Source: an optimization exercise on an open RTL-to-GDS flow (aim: small area, a short achievable clock period and few clock cycles). Production flows keep margins and buffers that such runs may drop.
The RTL of this run was laid out without a check of its function.
Power and IR drop assume default switching activity.

[flow/config.mk]
export PLATFORM = sky130hd
export DESIGN_NAME = lkg
export DESIGN_NICKNAME = lkg
export VERILOG_FILES = /design/flow/design.v
export SDC_FILE = /design/flow/constraint.sdc
export NUM_CORES = 4
export LEC_CHECK = 0
export CAP_MARGIN = 20
export CORE_MARGIN = 2
export CORE_UTILIZATION = 40
export SLEW_MARGIN = 20
[flow/constraint.sdc]
create_clock -name core_clock -period 10.0 [get_ports {clk}]
set_input_delay 2.0000 -clock core_clock [delete_from_list [all_inputs] [get_ports {clk}]]
set_output_delay 2.0000 -clock core_clock [all_outputs]
set_load 0.01 [all_outputs]
[flow/design.v]
module lkg (
    input  wire        clk,
    input  wire        rst,           
    input  wire        cmd_valid,
    output wire        cmd_ready,
    input  wire [47:0] cmd_data,
    output wire        rsp_valid,
    input  wire        rsp_ready,
    output wire [1:0]  rsp_status,
    output wire [31:0] rsp_data
);
    localparam [16:0] TAPS_A_REF = 17'h04001;
    localparam [24:0] TAPS_B_REF = 25'h0001019;
    localparam [1:0] ST_OK      = 2'd0;
    localparam [1:0] ST_ILLEGAL = 2'd1;
    localparam [1:0] ST_UNINIT  = 2'd2;
    localparam [7:0] OP_INIT  = 8'h01, OP_NEXT  = 8'h02, OP_SETC  = 8'h03, OP_RDC   = 8'h04,
                     OP_SEEDA = 8'h10, OP_LDA   = 8'h11, OP_RDA   = 8'h12, OP_EMITA = 8'h13,
                     OP_WTAPA = 8'h14, OP_RTAPA = 8'h15,
                     OP_SEEDB = 8'h20, OP_LDB   = 8'h21, OP_RDB   = 8'h22, OP_EMITB = 8'h23,
                     OP_WTAPB = 8'h24, OP_RTAPB = 8'h25, OP_RDST  = 8'h3F;
    localparam [2:0] S_IDLE = 3'd0,    
                     S_EXEC = 3'd1,    
                     S_STEP = 3'd2,    
                     S_DONE = 3'd3,    
                     S_RESP = 3'd4;    
    localparam [1:0] K_INIT = 2'd0, K_NEXT = 2'd1, K_EMITA = 2'd2, K_EMITB = 2'd3;
    reg  [2:0]  state;
    reg  [47:0] cmd_q;          
    reg  [1:0]  kind;           
    reg  [16:0] reg_a;          
    reg  [24:0] reg_b;          
    reg         cy;             
    reg  [16:0] taps_a;
    reg  [24:0] taps_b;
    reg         av, bv, cv;     
    reg  [4:0]  steps_a;        
    reg  [4:0]  steps_b;        
    reg  [7:0]  byte_a;         
    reg  [7:0]  byte_b;         
    reg  [1:0]  rsp_status_q;
    reg  [31:0] rsp_data_q;
    wire [7:0]  opcode  = cmd_q[47:40];
    wire [39:0] operand = cmd_q[39:0];
    wire opd_zero   = (operand == 40'd0);
    wire opd_c1     = (operand[39:1]  == 39'd0);
    wire opd_k2     = (operand[39:16] == 24'd0);
    wire opd_k3     = (operand[39:24] == 16'd0);
    wire opd_w17    = (operand[39:17] == 23'd0);
    wire opd_w25    = (operand[39:25] == 15'd0);
    wire [7:0] k0 = operand[39:32];
    wire [7:0] k1 = operand[31:24];
    wire [7:0] k2 = operand[23:16];
    wire [7:0] k3 = operand[15:8];
    wire [7:0] k4 = operand[7:0];
    wire [7:0] k0_rev = {k0[0], k0[1], k0[2], k0[3], k0[4], k0[5], k0[6], k0[7]};
    wire [7:0] k1_rev = {k1[0], k1[1], k1[2], k1[3], k1[4], k1[5], k1[6], k1[7]};
    wire [7:0] k2_rev = {k2[0], k2[1], k2[2], k2[3], k2[4], k2[5], k2[6], k2[7]};
    wire [7:0] k3_rev = {k3[0], k3[1], k3[2], k3[3], k3[4], k3[5], k3[6], k3[7]};
    wire [7:0] k4_rev = {k4[0], k4[1], k4[2], k4[3], k4[4], k4[5], k4[6], k4[7]};
    wire [16:0] seed_a_init = {k0_rev, 1'b1, k1_rev};
    wire [16:0] seed_a_cmd  = {k3_rev, 1'b1, k4_rev};
    wire [23:0] seed_b_bits = {k2_rev, k3_rev, k4_rev};
    wire [24:0] seed_b      = {seed_b_bits[23:21], 1'b1, seed_b_bits[20:0]};
    wire        fb_a     = ^(reg_a & taps_a);
    wire        fb_b     = ^(reg_b & taps_b);
    wire [16:0] reg_a_sh = {fb_a, reg_a[16:1]};
    wire [24:0] reg_b_sh = {fb_b, reg_b[24:1]};
    wire [8:0]  sum_xy   = {1'b0, byte_a} + {1'b0, byte_b};
    wire [7:0]  sum_out  = byte_a + byte_b + {7'd0, cy};
    assign cmd_ready  = (state == S_IDLE) && !rst;
    assign rsp_valid  = (state == S_RESP) && !rst;
    assign rsp_status = rsp_status_q;
    assign rsp_data   = rsp_data_q;
    always @(posedge clk) begin
        if (rst) begin
            state  <= S_IDLE;
            taps_a <= TAPS_A_REF;
            taps_b <= TAPS_B_REF;
            av     <= 1'b0;
            bv     <= 1'b0;
            cv     <= 1'b0;
        end else begin
            case (state)
                S_IDLE: begin
                    if (cmd_valid) begin
                        cmd_q <= cmd_data;
                        state <= S_EXEC;
                    end
                end
                S_EXEC: begin
                    rsp_status_q <= ST_OK;
                    rsp_data_q   <= 32'd0;
                    state        <= S_RESP;
                    case (opcode)
                        OP_INIT: begin
                            reg_a   <= seed_a_init;
                            reg_b   <= seed_b;
                            cy      <= 1'b0;
                            av      <= 1'b1;
                            bv      <= 1'b1;
                            cv      <= 1'b1;
                            steps_a <= 5'd8;
                            steps_b <= 5'd16;
                            kind    <= K_INIT;
                            state   <= S_STEP;
                        end
                        OP_NEXT: begin
                            if (!opd_zero)
                                rsp_status_q <= ST_ILLEGAL;
                            else if (!(av && bv && cv))
                                rsp_status_q <= ST_UNINIT;
                            else begin
                                steps_a <= 5'd8;
                                steps_b <= 5'd8;
                                kind    <= K_NEXT;
                                state   <= S_STEP;
                            end
                        end
                        OP_SETC: begin
                            if (!opd_c1)
                                rsp_status_q <= ST_ILLEGAL;
                            else begin
                                cy <= operand[0];
                                cv <= 1'b1;
                            end
                        end
                        OP_RDC: begin
                            if (!opd_zero)
                                rsp_status_q <= ST_ILLEGAL;
                            else if (!cv)
                                rsp_status_q <= ST_UNINIT;
                            else
                                rsp_data_q <= {31'd0, cy};
                        end
                        OP_SEEDA: begin
                            if (!opd_k2)
                                rsp_status_q <= ST_ILLEGAL;
                            else begin
                                reg_a <= seed_a_cmd;
                                av    <= 1'b1;
                            end
                        end
                        OP_LDA: begin
                            if (!opd_w17)
                                rsp_status_q <= ST_ILLEGAL;
                            else begin
                                reg_a <= operand[16:0];
                                av    <= 1'b1;
                            end
                        end
                        OP_RDA: begin
                            if (!opd_zero)
                                rsp_status_q <= ST_ILLEGAL;
                            else if (!av)
                                rsp_status_q <= ST_UNINIT;
                            else
                                rsp_data_q <= {15'd0, reg_a};
                        end
                        OP_EMITA: begin
                            if (!opd_zero)
                                rsp_status_q <= ST_ILLEGAL;
                            else if (!av)
                                rsp_status_q <= ST_UNINIT;
                            else begin
                                steps_a <= 5'd8;
                                steps_b <= 5'd0;
                                kind    <= K_EMITA;
                                state   <= S_STEP;
                            end
                        end
                        OP_WTAPA: begin
                            if (!opd_w17)
                                rsp_status_q <= ST_ILLEGAL;
                            else
                                taps_a <= operand[16:0];
                        end
                        OP_RTAPA: begin
                            if (!opd_zero)
                                rsp_status_q <= ST_ILLEGAL;
                            else
                                rsp_data_q <= {15'd0, taps_a};
                        end
                        OP_SEEDB: begin
                            if (!opd_k3)
                                rsp_status_q <= ST_ILLEGAL;
                            else begin
                                reg_b <= seed_b;
                                bv    <= 1'b1;
                            end
                        end
                        OP_LDB: begin
                            if (!opd_w25)
                                rsp_status_q <= ST_ILLEGAL;
                            else begin
                                reg_b <= operand[24:0];
                                bv    <= 1'b1;
                            end
                        end
                        OP_RDB: begin
                            if (!opd_zero)
                                rsp_status_q <= ST_ILLEGAL;
                            else if (!bv)
                                rsp_status_q <= ST_UNINIT;
                            else
                                rsp_data_q <= {7'd0, reg_b};
                        end
                        OP_EMITB: begin
                            if (!opd_zero)
                                rsp_status_q <= ST_ILLEGAL;
                            else if (!bv)
                                rsp_status_q <= ST_UNINIT;
                            else begin
                                steps_a <= 5'd0;
                                steps_b <= 5'd8;
                                kind    <= K_EMITB;
                                state   <= S_STEP;
                            end
                        end
                        OP_WTAPB: begin
                            if (!opd_w25)
                                rsp_status_q <= ST_ILLEGAL;
                            else
                                taps_b <= operand[24:0];
                        end
                        OP_RTAPB: begin
                            if (!opd_zero)
                                rsp_status_q <= ST_ILLEGAL;
                            else
                                rsp_data_q <= {7'd0, taps_b};
                        end
                        OP_RDST: begin
                            if (!opd_zero)
                                rsp_status_q <= ST_ILLEGAL;
                            else
                                rsp_data_q <= {28'd0, 1'b0, cv, bv, av};   
                        end
                        default: rsp_status_q <= ST_ILLEGAL;
                    endcase
                end
                S_STEP: begin
                    if (steps_a != 5'd0) begin
                        reg_a   <= reg_a_sh;
                        byte_a  <= {byte_a[6:0], reg_a[0]};
                        steps_a <= steps_a - 5'd1;
                    end
                    if (steps_b != 5'd0) begin
                        reg_b   <= reg_b_sh;
                        byte_b  <= {byte_b[6:0], reg_b[0]};
                        steps_b <= steps_b - 5'd1;
                    end
                    if (steps_a <= 5'd1 && steps_b <= 5'd1)
                        state <= S_DONE;
                end
                S_DONE: begin
                    case (kind)
                        K_NEXT: begin
                            rsp_data_q <= {24'd0, sum_out};
                            cy         <= sum_xy[8];
                        end
                        K_EMITA: rsp_data_q <= {24'd0, byte_a};
                        K_EMITB: rsp_data_q <= {24'd0, byte_b};
                        default: rsp_data_q <= 32'd0;    
                    endcase
                    state <= S_RESP;
                end
                S_RESP: begin
                    if (rsp_ready)
                        state <= S_IDLE;
                end
                default: state <= S_IDLE;
            endcase
        end
    end
endmodule
[flow/run.sh]
#!/bin/bash
# synth_recipe.tcl (not shown) runs the flow's synth.tcl, then flattens the netlist and writes it again
# the make line also repeats each setting of config.mk as NAME=value (left out here)
make -C /OpenROAD-flow-scripts/flow DESIGN_CONFIG=/design/flow/config.mk WORK_HOME=/design/flow/orfs CLKGATE_MAP_FILE= SYNTH_SCRIPT=/design/flow/synth_recipe.tcl finish
==> flow_summary_export.csv <==
group,metric,value,unit
timing,report.final.slew_viol_count,0,
synthesis,async_flop_share,0,
route,wl,25830,um
critical_path,end_kind,"primary output",
placed_design,port_buffers,80,
global_routing,grt_max_degree,60,
hold_path,min_path_type,"reg -> reg",
clock_tree,ctsResizeCount,0,
critical_path,cpPeakStageDelay,0.59,ns
clock_tree,cts_root_buffer,"clkbuf_16",
global_routing,grt_antenna_before_repair,0,
synthesis,synthFlopType,"edfxtp_1",
clock_tree,path_clk_slew,0.07,ns
route,vias_per_cell,5.590,
timing,tightest_slew,1.104,ns
floorplanning,die_w,159.6,um
floorplanning,pin_count,88,
status,status,"timing/DRC/antenna clean",
timing,finalHoldViolCount,0,
route,wire_per_inst,19.21,um
route,via_count,7519,
finish,num_antenna_cells,0,
global_routing,grt_pass1_wl,40230,um
timing,max_freq,187.3,MHz
clock_tree,htree_levels,4,
floorplanning,initial_core_util,0.4102,
placed_design,gp_congestion,0.8800,
route,postRouteAntennaNets,0,
critical_path,cp.required,8.00,ns
finish,postLayoutCoreUtil,0.4800,
critical_path,crit_path_max_fanout,56,
pwr,power.leakage,3.879,nW
finish,area_delta_synth_final,17.03,%
synthesis,synth_edf_count,146,
timing,max_slew_margin,0.2640,
global_routing,grt_use_total,0.2033,
pwr,power_density,143.4,nW/um^2
floorplanning,core_area,23610,um^2
placed_design,post-dp-hpwl,17690,um
critical_path,crit_slowest_cell,"clkdlybuf4s50_1",
floorplanning,die_area,25470,um^2
timing,fin_crit,5.338,ns
route,drt-initial-drc-count,580,
run,max_cap_violations,0,
critical_path,crit_chain,"buf_2 -> buf_4 -> nor4b_1 -> clkdlybuf4s50_1",
timing,setup_viol,0,
timing,fin_crit_sh,0.5338,
synthesis,yosysWarnings,1,
timing,fin_setup_tns,0,ns
clock_tree,hold_buffers,0,
clock_tree,tritoncts,"done",
finish,drive_gt1_frac,0.05750,
floorplanning,placement_rows,56,
synthesis,synth.distinct_cells,54,
route,drc_errors,0,
route,dr.pass1.iters,7,
global_routing,grt_overflow,0,
timing,rsz0062_at_grt,"false",
synthesis,synthCells,955,
finish,fillCellCount,2246,
synthesis,synth-seq-cells,194,
clock_tree,post_cts_buffers,0,
pwr,finalPower,0.001626,W
pwr,ir_worst_vdd,0.09297,mV
clock_tree,insertion_delay,0.44,ns
timing,finClkSkew,0.01539,ns
clock_tree,cts_buffers,17,
clock_tree,clk_path_buf_depth,2,
floorplanning,die_h,159.6,um
critical_path,start_kind,"input port",
synthesis,avgSynthCellArea,10.14,um^2
global_routing,grt_pass1_vias,7000,
synthesis,synth_area,9686,um^2
critical_path,cp.arrival,3.34,ns
timing,fin_hold_ws,0.4708,ns
synthesis,ys_seq_area_frac,0.5519,
clock_tree,clkSinkCount,194,
finish,nets,1081,
critical_path,critPathKind,"in -> out",
[worst max-delay path: cells and delay by family]
family	cells	cell delay, ns
buffers and inverters	3	1.00
AND/OR/NAND/NOR	1	0.34
[per-stage QoR]
| stage | instances | setup slack [ns] | instance area, um^2 |
|---|---|---|---|
| 2_1_floorplan | 961 | 5.187 | 9708 |
| 3_3_place_gp | 1313 | 4.653 | 10760 |
| 3_5_place_dp | 1313 | 4.665 | 10760 |
| 4_1_cts | 1345 | 4.643 | 11320 |
| 5_1_grt | 1345 | 4.569 | 11330 |
| 6_report | 1345 | 4.662 | 11330 |
[power breakdown]
group,switching [W],internal (W),total [W]
Clock,0.000305,0.000360,0.000665
Sequential,0.0000192,0.000878,0.000897
Combinational,0.0000320,0.0000323,0.0000643
Total,0.000356,0.00127,0.00163
[routing by layer]
layer  share of wire  GRT usage  vias to the layer above
li1                -          -                     3564
met1            0.45     0.2921                     3581
met2            0.46     0.3148                      338
met3           0.075    0.03543                       36
met4           0.018    0.05992                        0
met5               0          0                        -
[area by class of cell]
type	count	area, um^2	share of cell area
clock buffers	22	464.2	0.04095
clock inverters	10	100.1	0.008831
inverters	20	75.07	0.006623
multi-input cells	687	4058	0.3580
flip-flops and latches	194	5345	0.4716
well taps	319	399.1	0.03521
repair buffers	93	893.4	0.07882
[synth_stat cells (all sizes together) (4+ instances only)]
| cell type | count | area share |
|---|---|---|
| ha | 14 | 0.018 |
| mux2i | 39 | 0.040 |
| a31oi | 20 | 0.013 |
| a22oi | 49 | 0.038 |
| nor4 | 16 | 0.010 |
| a211oi | 4 | 0.0031 |
| xor2 | 12 | 0.011 |
| nand2b | 4 | 0.0026 |
| o21ai | 50 | 0.026 |
| nand4 | 5 | 0.0032 |
| buf | 13 | 0.0098 |
| nor2b | 5 | 0.0032 |
| dfxtp | 48 | 0.099 |
| inv | 20 | 0.0078 |
| nand2 | 161 | 0.063 |
| edfxtp | 146 | 0.45 |
| nor2 | 107 | 0.041 |
| nor3 | 18 | 0.0098 |
| a221oi | 12 | 0.011 |
| nor3b | 5 | 0.0039 |
| o22ai | 5 | 0.0032 |
| nand3b | 6 | 0.0047 |
| and2 | 4 | 0.0026 |
| nand3 | 13 | 0.0067 |
| xnor2 | 42 | 0.038 |
| a21oi | 56 | 0.029 |
| or3 | 4 | 0.0031 |
| clkbuf | 47 | 0.018 |
| o31ai | 4 | 0.0031 |
[cells in the final DEF, fill, tap and decap left out, types with 4 or more instances in the layout]
cell             synthesis  final
a21oi_1                 55     54
mux2i_1                 39     39
a221oi_1                12     12
o21ai_0                 50     50
xor2_1                  12     12
dfxtp_1                 48     48
o31ai_1                  4      4
clkbuf_16                0     17
nor4_1                  16     14
nand2_1                159    159
buf_4                    8     13
nor2_1                 107    106
nand2b_1                 4      4
edfxtp_1               146    146
conb_1                   1      7
clkdlybuf4s50_1          0     79
nor2b_1                  5      5
inv_1                   20     20
nand3b_1                 6      6
ha_1                    14     14
o22ai_1                  5      5
a31oi_1                 20     20
xnor2_1                 42     42
nand3_1                 13     13
nor3_1                  17     16
a211oi_1                 4      4
clkinv_4                 0      4
a22oi_1                 49     49
nand4_1                  5      5
[cell families (layout without fill, tap and decap cells)]
| kind of cell | after synthesis | in the layout | synth area share |
|---|---|---|---|
| buffers and inverters | 80 | 145 | 0.03578 |
| muxes | 39 | 39 | 0.04030 |
| other | 1 | 7 | 0.0003872 |
| adders and majority gates | 16 | 16 | 0.02222 |
| and+or+nand+nor | 354 | 354 | 0.1597 |
| xor gates and xnor gates | 54 | 54 | 0.04883 |
| AOI/OAI and AO/OA | 217 | 217 | 0.1409 |
| DFF | 194 | 194 | 0.5519 |
[state kept, by name (all words and copies together), names as in the netlist, 2 cells and up]
register	cells
byte_a	8
byte_b	8
cmd_q	48
kind	2
reg_a	17
reg_b	25
rsp_data_q	25
rsp_status_q	2
state	3
steps_a	5
steps_b	5
taps_a	17
taps_b	25
[path summary, 6_finish.rpt]
path,depth (start not counted),from,slack (ns),end
worst max register to register,8,cmd_q[20],6.42,steps_b[4]
worst max-delay path,4,rst,4.66,rsp_valid
worst min-delay path,2,taps_b[14],0.47,taps_b[14]
worst min register to register,2,taps_b[14],0.47,taps_b[14]

-- separate check: timing with driven ports --
Ports are ideal in the flow. The routed layout listed here was re-timed in OpenROAD.
Step 1 (the two cells are an assumption about what drives the block):
set clk [get_ports {clk}]
set_driving_cell -lib_cell sky130_fd_sc_hd__clkbuf_16 $clk
set_driving_cell -lib_cell sky130_fd_sc_hd__buf_2 [delete_from_list [all_inputs] $clk]
Step 2 moves the port delays by t, midway between the first and last clock arrival at a register: inputs arrive t later, outputs are due t later. That takes back most of the time a late clock gives input paths.
Three values: ideal ports, drivers, drivers and shift; two values: the first two.
shift t [ns]: 0.478
slack for setup (ns): 4.662 / 4.636 / 4.636
latest minus earliest clock arrival (ns): 0.015 / 0.015
After both steps setup and hold are still met in this run. The setup slack of this run moves by -0.026 ns with the drivers and by -0.026 ns with both steps.
